From an optimization exercise on the open Yosys and OpenROAD flow, aimed at small area, a short achievable clock period and few clock cycles per item; shortcuts taken in it are not production practice.
Function was checked by simulation only, so behaviour that the tests miss may differ from the original.
Power figures rest on the tool's default switching activity, not on a simulated workload.

==> inputs of trial 98 <==
==> flow/design.v (excerpt) <==
module rtty_rx (
    input  wire        clk,
    input  wire        rst,
    input  wire        in_valid,
    output wire        in_ready,
    input  wire [15:0] in_sample,
    output wire        bit_valid,
    output wire        bit_value,
    output wire        out_valid,
    output wire [7:0]  out_char,
    output wire        out_unk,
    output wire [15:0] fecnt
);
==> flow/config.mk <==
export PLATFORM = sky130hd
export DESIGN_NAME = rtty_rx
export DESIGN_NICKNAME = rtty_rx
export VERILOG_FILES = /design/flow/design.v
export SDC_FILE = /design/flow/constraint.sdc
export NUM_CORES = 4
export LEC_CHECK = 0
export CAP_MARGIN = 20
export CORE_MARGIN = 2
export CORE_UTILIZATION = 50
export PLACE_DENSITY = 0.65
export SLEW_MARGIN = 50
export SYNTH_MEMORY_MAX_BITS = 65536
==> flow/constraint.sdc <==
create_clock -name core_clock -period 12.0 [get_ports {clk}]
set_input_delay 2.4000 -clock core_clock [delete_from_list [all_inputs] [get_ports {clk}]]
set_output_delay 2.4000 -clock core_clock [all_outputs]
set_load 0.01 [all_outputs]
standard.sh (not shown) runs the stock make flow with config.mk's settings and CLKGATE_MAP_FILE= SYNTH_SCRIPT=/design/flow/synth_recipe.tcl, a recipe that flattens the netlist after the stock synthesis.
==> flow/flow/run.sh <==
#!/bin/bash
# Own layout flow: the standard layout (standard.sh) with two changes.
# 1. The port buffers that global placement inserts on every input and output
#    port are buf_4 cells instead of the default pick (a delay buffer).
# 2. After the standard synthesis, its full adders are given the polarity
#    (fa(~a,~b,~c) = ~fa(a,b,c)) that needs the fewest inverters
#    (flow/netfix.py); registers and all other cells are left as they are.
# Each tool writes its full output to a log file in this folder.
set -euo pipefail
R=orfs/results/${FLOW_PLATFORM}/rtty_rx/base
export BUFFER_PORTS_ARGS="-buffer_cell sky130_fd_sc_hd__buf_4"

bash standard.sh synth > flow_synth.log 2>&1

cp $R/1_2_yosys.v standard_1_2_yosys.v
python3 flow/netfix.py standard_1_2_yosys.v fixed.v > flow_netfix.log 2>&1
cp fixed.v $R/1_2_yosys.v
touch $R/1_2_yosys.v

bash standard.sh finish > flow_finish.log 2>&1
Other scripts of this flow, unchanged in this note and not shown: flow/flow/netfix.py
==> trial 1 (differences from trial 98) <==
CORE_UTILIZATION = 40   (was 50)
PLACE_DENSITY = unset   (was 0.65)
==> run summary <==
In trial 98 the core utilization is higher than in trial 1, by 11 points. Against trial 1, the via count of trial 98 is larger by about 2.7%. Between trial 1 and trial 98, the lower non-clock buffer count is in trial 1 (gap 20). Between trial 98 and trial 1, the lower register-to-register slack is in trial 1 (gap 60 ps). Of trial 98 and trial 1, trial 98 has the higher worst setup slack (gap 57 ps). Sequential cell count is the same in trial 1 and trial 98. Of trial 98 and trial 1, trial 1 has the higher worst hold slack (gap 11 ps).
==> figures <==
| item | trial 1 | trial 98 |
|---|---|---|
| Status | timing/DRC/antenna clean | timing/DRC/antenna clean |
| Final routed wire length divided by cell count | 32.8 um | 34.2 um |
| Net load switching power | 3140 uW | 3050 uW |
| Total cell area at the placement stage | 53900 um^2 | 53600 um^2 |
| Global-route wire length before repair | 339000 um | 339000 um |
| Area of the core region | 129000 um^2 | 103000 um^2 |
| Routed wire length | 237000 um | 236000 um |
| Met2 Usage GRT | 51.6% | 62.2% |
| Horizontal die dimension | 365 um | 327 um |
| Clk network pwr share | 30.1% | 29.0% |
| Die outline area | 133000 um^2 | 107000 um^2 |
| Routed wl met2 | 99100 um | 96900 um |
| Critical Path AT | 4580 ps | 4340 ps |
| Via count normalized by instance count | 6.28 | 6.76 |
| Layout cell share with drive strength beyond 1 | 12.7% | 12.6% |
| Worst path max stage delay | 640 ps | 600 ps |
Testbench counts of trial 98, summed over its fixed seeds: cycles 141,584, items 140,800.
Testbench counts of trial 1, summed over its fixed seeds: cycles 141,584, items 140,800.

* * *

==> run Y <==
Another version of the RTL of rtty_rx (not shown whole).
Settings: LEC_CHECK=0, CAP_MARGIN=20, CORE_MARGIN=2, CORE_UTILIZATION=40, SLEW_MARGIN=50, SYNTH_MEMORY_MAX_BITS=65536; clock period 12.0 ns.
run.sh (not shown) runs the stock make flow with config.mk's settings and CLKGATE_MAP_FILE= SYNTH_SCRIPT=/design/flow/synth_recipe.tcl, a recipe that flattens the netlist after the stock synthesis.
Stock flow here: none of the scripts above is used.
==> run R (differences from run Y) <==
==> flow/flow/run.sh (new file) <==
#!/bin/bash
# Own layout flow: the standard layout (standard.sh), except that the port
# buffers that global placement inserts on every input and output port are
# buf_4 cells instead of the default pick (a delay buffer).
# Each tool writes its full output to a log file in this folder.
set -euo pipefail
export BUFFER_PORTS_ARGS="-buffer_cell sky130_fd_sc_hd__buf_4"
bash standard.sh synth > flow_synth.log 2>&1
bash standard.sh finish > flow_finish.log 2>&1
==> flow/standard.sh (new file) <==
#!/bin/bash
# synth_recipe.tcl (not shown) runs the flow's synth.tcl, then flattens the netlist and writes it again
# the make line also repeats each setting of config.mk as NAME=value (left out here)
make -C /OpenROAD-flow-scripts/flow DESIGN_CONFIG=/design/flow/config.mk WORK_HOME=/design/flow/orfs CLKGATE_MAP_FILE= SYNTH_SCRIPT=/design/flow/synth_recipe.tcl "${@:-finish}"
removed: flow/run.sh
==> comparison <==
In die area, run R and run Y do not differ.
Between run R and run Y, the lower clock power is in run Y (gap about 3%, measured against run Y).
In run R the clock skew is higher than in run Y, by 0.00087 ns.
Between run Y and run R, the lower count of clock-buffer cells in the layout is in run R (gap 7).
Testbench counts of run Y, summed over its fixed seeds: cycles 141,584, items 140,800.
Testbench counts of run R, summed over its fixed seeds: cycles 141,584, items 140,800.

* * *

==> inputs of 08-11 <==
Another version of the RTL of rtty_rx (not shown whole).
==> module rtty_slicer, before the edit <==
module rtty_slicer (
    input  wire        clk,
    input  wire        rst,
    input  wire        in_valid,
    input  wire [15:0] in_sample,
    output reg         win_valid,
    output reg         win_bit
);
    reg  [15:0] lo;
    reg  [10:0] hi;
    wire        pos_first = hi[0] & lo[0];
    wire        pos_last  = hi[10] & lo[15];
    wire        take      = in_valid & ~rst;
    reg         v1, first1, last1;
    reg  [7:0]  one1, two1;          
    reg  [7:0]  nf_cm1, nf_sm1, nf_cs1, nf_ss1;    
    reg [13:0]  mag_cm1, mag_sm1, mag_cs1, mag_ss1;
    wire [13:0] r_cm, r_sm, r_cs, r_ss;
    wire [3:0]  r_neg;
    rtty_coef_rom u_rom (
        .lo(lo), .hi(hi),
        .mag_cm(r_cm), .mag_sm(r_sm), .mag_cs(r_cs), .mag_ss(r_ss), .neg(r_neg)
    );
    wire [16:0] xe = {in_sample, 1'b0};
    wire [7:0]  b_one, b_two, b_neg;
    genvar g;
    generate
        for (g = 0; g < 8; g = g + 1) begin : g_booth
            assign b_one[g] = xe[2*g+1] ^ xe[2*g];
            assign b_two[g] = (xe[2*g+2] & ~xe[2*g+1] & ~xe[2*g]) | (~xe[2*g+2] & xe[2*g+1] & xe[2*g]);
            assign b_neg[g] = xe[2*g+2];
        end
    endgenerate
    always @(posedge clk) begin
        if (rst) begin
            lo <= 16'd1;
            hi <= 11'd1;
            v1 <= 1'b0;
        end else begin
            v1 <= in_valid;
            if (in_valid) begin
                lo <= {lo[14:0], lo[15]};
                if (lo[15])
                    hi <= {hi[9:0], hi[10]};
            end
        end
        first1  <= pos_first;
        last1   <= pos_last;
        one1    <= take ? b_one : 8'd0;
        two1    <= take ? b_two : 8'd0;
        nf_cm1  <= take ? b_neg ^ {8{r_neg[0]}} : 8'd0;
        nf_sm1  <= take ? b_neg ^ {8{r_neg[1]}} : 8'd0;
        nf_cs1  <= take ? b_neg ^ {8{r_neg[2]}} : 8'd0;
        nf_ss1  <= take ? b_neg ^ {8{r_neg[3]}} : 8'd0;
        mag_cm1 <= r_cm;
        mag_sm1 <= r_sm;
        mag_cs1 <= r_cs;
        mag_ss1 <= r_ss;
    end
    wire [35:0] s_cm, c_cm, s_sm, c_sm, s_cs, c_cs, s_ss, c_ss;
    rtty_mac u_cm (.clk(clk), .en(v1), .first(first1), .one(one1), .two(two1), .nf(nf_cm1),
                   .mag(mag_cm1), .s(s_cm), .c(c_cm));
    rtty_mac u_sm (.clk(clk), .en(v1), .first(first1), .one(one1), .two(two1), .nf(nf_sm1),
                   .mag(mag_sm1), .s(s_sm), .c(c_sm));
    rtty_mac u_cs (.clk(clk), .en(v1), .first(first1), .one(one1), .two(two1), .nf(nf_cs1),
                   .mag(mag_cs1), .s(s_cs), .c(c_cs));
    rtty_mac u_ss (.clk(clk), .en(v1), .first(first1), .one(one1), .two(two1), .nf(nf_ss1),
                   .mag(mag_ss1), .s(s_ss), .c(c_ss));
    reg cap;
    always @(posedge clk) begin
        if (rst) cap <= 1'b0;
        else     cap <= v1 & last1;
    end
    wire [14:0] l_cm = {1'b0, s_cm[13:0]} + {1'b0, c_cm[13:0]};
    wire [14:0] l_sm = {1'b0, s_sm[13:0]} + {1'b0, c_sm[13:0]};
    wire [14:0] l_cs = {1'b0, s_cs[13:0]} + {1'b0, c_cs[13:0]};
    wire [14:0] l_ss = {1'b0, s_ss[13:0]} + {1'b0, c_ss[13:0]};
    reg [21:0] q0, q1, q2, q3;
    reg [21:0] h0, h1, h2, h3;
    reg [3:0]  k;
    reg        run;
    reg  [6:0] t;
    reg  [4:0] j;
    reg        resolve, active, jlast, sub, rnd_end;
    reg        rbit;
    reg [25:0] acc;
    reg        sticky;
    reg        fin;
    wire [4:0]  j_next  = (active & rnd_end) ? j + 5'd1 : j;
    wire        run_next = cap | (run & (t != 7'd92));
    wire [6:0]  t_next  = cap ? 7'd0 : (run ? t + 7'd1 : t);
    wire        resolve_next = run_next & (t_next[6:2] == 5'd0);
    wire        jlast_next   = ~cap & (j_next == 5'd21);
    wire [21:0] term    = (rbit | resolve) ? q0 : 22'd0;
    wire [25:0] add_a   = resolve ? {4'd0, h0} : acc;
    wire [25:0] add_b   = {{4{term[21] & ~resolve}}, term} ^ {26{sub}};
    wire        add_c   = resolve ? k[0] : sub;
    wire [25:0] sum     = add_a + add_b + {25'd0, add_c};
    always @(posedge clk) begin
        if (cap) begin
            q0 <= s_cm[35:14];
            q1 <= s_sm[35:14];
            q2 <= s_cs[35:14];
            q3 <= s_ss[35:14];
            h0 <= c_cm[35:14];
            h1 <= c_sm[35:14];
            h2 <= c_cs[35:14];
            h3 <= c_ss[35:14];
            k  <= {l_ss[14], l_cs[14], l_sm[14], l_cm[14]};
        end else begin
            q0 <= q1;
            q1 <= q2;
            q2 <= q3;
            q3 <= resolve ? sum[21:0] : q0;
            h0 <= h1;
            h1 <= h2;
            h2 <= h3;
            h3 <= 22'd0;
            k  <= {1'b0, k[3:1]};
        end
    end
    always @(posedge clk) begin
        if (rst) begin
            run       <= 1'b0;
            fin       <= 1'b0;
            win_valid <= 1'b0;
            resolve   <= 1'b0;
            active    <= 1'b0;
        end else begin
            run       <= run_next;
            fin       <= run & ~cap & (t == 7'd92);
            win_valid <= fin;
            resolve   <= resolve_next;
            active    <= run_next & (t_next > 7'd4);
        end
        t       <= t_next;
        rnd_end <= (t_next[1:0] == 2'd0);
        sub     <= (t_next[1] ^ jlast_next) & ~resolve_next;
        if (cap) begin
            j      <= 5'd0;
            jlast  <= 1'b0;
            acc    <= 26'd0;
            sticky <= 1'b0;
        end else begin
            j     <= j_next;
            jlast <= jlast_next;
            if (active) begin
                if (rnd_end) begin
                    acc    <= {sum[25], sum[25:1]};
                    sticky <= sticky | sum[0];
                end else begin
                    acc <= sum;
                end
            end
        end
        rbit    <= q1[j_next];
        win_bit <= ~acc[25] & ((|acc) | sticky);
    end
endmodule
clock: 12.0 ns
lec_check: 0
cap_margin: 20
core_margin: 2
core_utilization: 40
slew_margin: 20
synth_memory_max_bits: 65536
Stock flow here: none of the scripts above is used.
==> 01-19: changes against 08-11 <==
--- a/flow/design.v
+++ b/flow/design.v
@@ -1283,11 +1283,10 @@
     wire [6:0]  t_next  = cap ? 7'd0 : (run ? t + 7'd1 : t);
     wire        resolve_next = run_next & (t_next[6:2] == 5'd0);
     wire        jlast_next   = ~cap & (j_next == 5'd21);
-    wire [21:0] term    = (rbit | resolve) ? q0 : 22'd0;
-    wire [25:0] add_a   = resolve ? {4'd0, h0} : acc;
-    wire [25:0] add_b   = {{4{term[21] & ~resolve}}, term} ^ {26{sub}};
-    wire        add_c   = resolve ? k[0] : sub;
-    wire [25:0] sum     = add_a + add_b + {25'd0, add_c};
+    localparam [25:0] ACC0 = 26'd8388606;
+    wire [21:0] term    = rbit ? q0 : 22'd0;
+    wire [25:0] sum     = acc + ({{4{term[21]}}, term} ^ {26{sub}});
+    wire [21:0] res     = q0 + h0 + {21'd0, k[0]};
     always @(posedge clk) begin
         if (cap) begin
             q0 <= s_cm[35:14];
@@ -1303,7 +1302,7 @@
             q0 <= q1;
             q1 <= q2;
             q2 <= q3;
-            q3 <= resolve ? sum[21:0] : q0;
+            q3 <= resolve ? res : q0;
             h0 <= h1;
             h1 <= h2;
             h2 <= h3;
@@ -1327,11 +1326,11 @@
         end
         t       <= t_next;
         rnd_end <= (t_next[1:0] == 2'd0);
-        sub     <= (t_next[1] ^ jlast_next) & ~resolve_next;
+        sub     <= t_next[1] ^ jlast_next;
         if (cap) begin
             j      <= 5'd0;
             jlast  <= 1'b0;
-            acc    <= 26'd0;
+            acc    <= ACC0;
             sticky <= 1'b0;
         end else begin
             j     <= j_next;
- SLEW_MARGIN: 20 -> 50
==> qor summary <==
| item | 01-19 | 08-11 |
|---|---|---|
| Run status | finished clean | finished clean |
| Clock buffers | 109 | 116 |
| Buffers outside the clock class | 188 | 191 |
| DR WL/cell | 31.6 µm | 31.4 µm |
| Met1 Routed Length | 97100 µm | 94400 µm |
| Worst hold start | u_slicer.h2[18] | u_slicer.h3[19] |
| Cell at the slowest stage of the critical path | sky130_fd_sc_hd__dfxtp_2 | sky130_fd_sc_hd__buf_4 |
| Share of synthesized area occupied by flip-flops and latches | 24.8% | 25.2% |
| Peak VDD IR | 106 µV | 109 µV |
| Slew @ Worst Pin | 837 ps | 1220 ps |
| Sw Pwr | 2.74 mW | 2.63 mW |
| Met3 wire len | 26300 µm | 26000 µm |
| Final core utilization | 43.9% | 43.8% |
| Commonest non-fill, non-tap cell in the layout | sky130_fd_sc_hd__inv_1 | sky130_fd_sc_hd__dfxtp_1 |
| Share of the synthesized area in the top cell type | 24.5% | 24.8% |
| Multi-input gate count | 4308 | 4245 |
| Fraction of area in clock buffers and inverters | 4.68% | 4.79% |
Testbench counts of 08-11, summed over its fixed seeds: cycles 141,584, items 140,800.
Testbench counts of 01-19, summed over its fixed seeds: cycles 141,584, items 140,800.

[static timing again, ports no longer ideal]
No port has a modelled driver above. Below, the same layouts with a new extraction and two added sets of constraints. Step 1 (the two cells are an assumption about what drives the block):
set clk [get_ports {clk}]
set_driving_cell -lib_cell sky130_fd_sc_hd__clkbuf_16 $clk
set_driving_cell -lib_cell sky130_fd_sc_hd__buf_2 [delete_from_list [all_inputs] $clk]
Step 2 moves the port delays by t, midway between the first and last clock arrival at a register: inputs arrive t later, outputs are due t later. That takes back most of the time a late clock gives input paths. Slacks: ideal / step 1 / step 2; pairs: ideal / step 1.
| run | shift t [ns] | slack for setup (ns) | slew at the worst register clock pin (ns) | pins driven straight from the clock port |
|---|---|---|---|---|
| trial 98 | 0.734 | 8.039 / 8.039 / 8.039 | 0.07 / 0.07 | 1 |
| trial 1 | 0.755 | 7.982 / 7.982 / 7.982 | 0.09 / 0.09 | 1 |
| run Y | 0.775 | 7.644 / 7.644 / 7.370 | 0.08 / 0.08 | 1 |
| run R | 0.772 | 7.667 / 7.667 / 7.667 | 0.10 / 0.10 | 1 |
| 08-11 | 0.750 | 7.165 / 7.165 / 7.165 | 0.07 / 0.07 | 1 |
| 01-19 | 0.765 | 7.761 / 7.740 / 7.753 | 0.07 / 0.07 | 1 |
After both steps setup and hold are still met in every run listed. For run Y, which loses most, drivers alone change the setup slack by 0.000 ns; drivers and shift together by -0.274 ns.
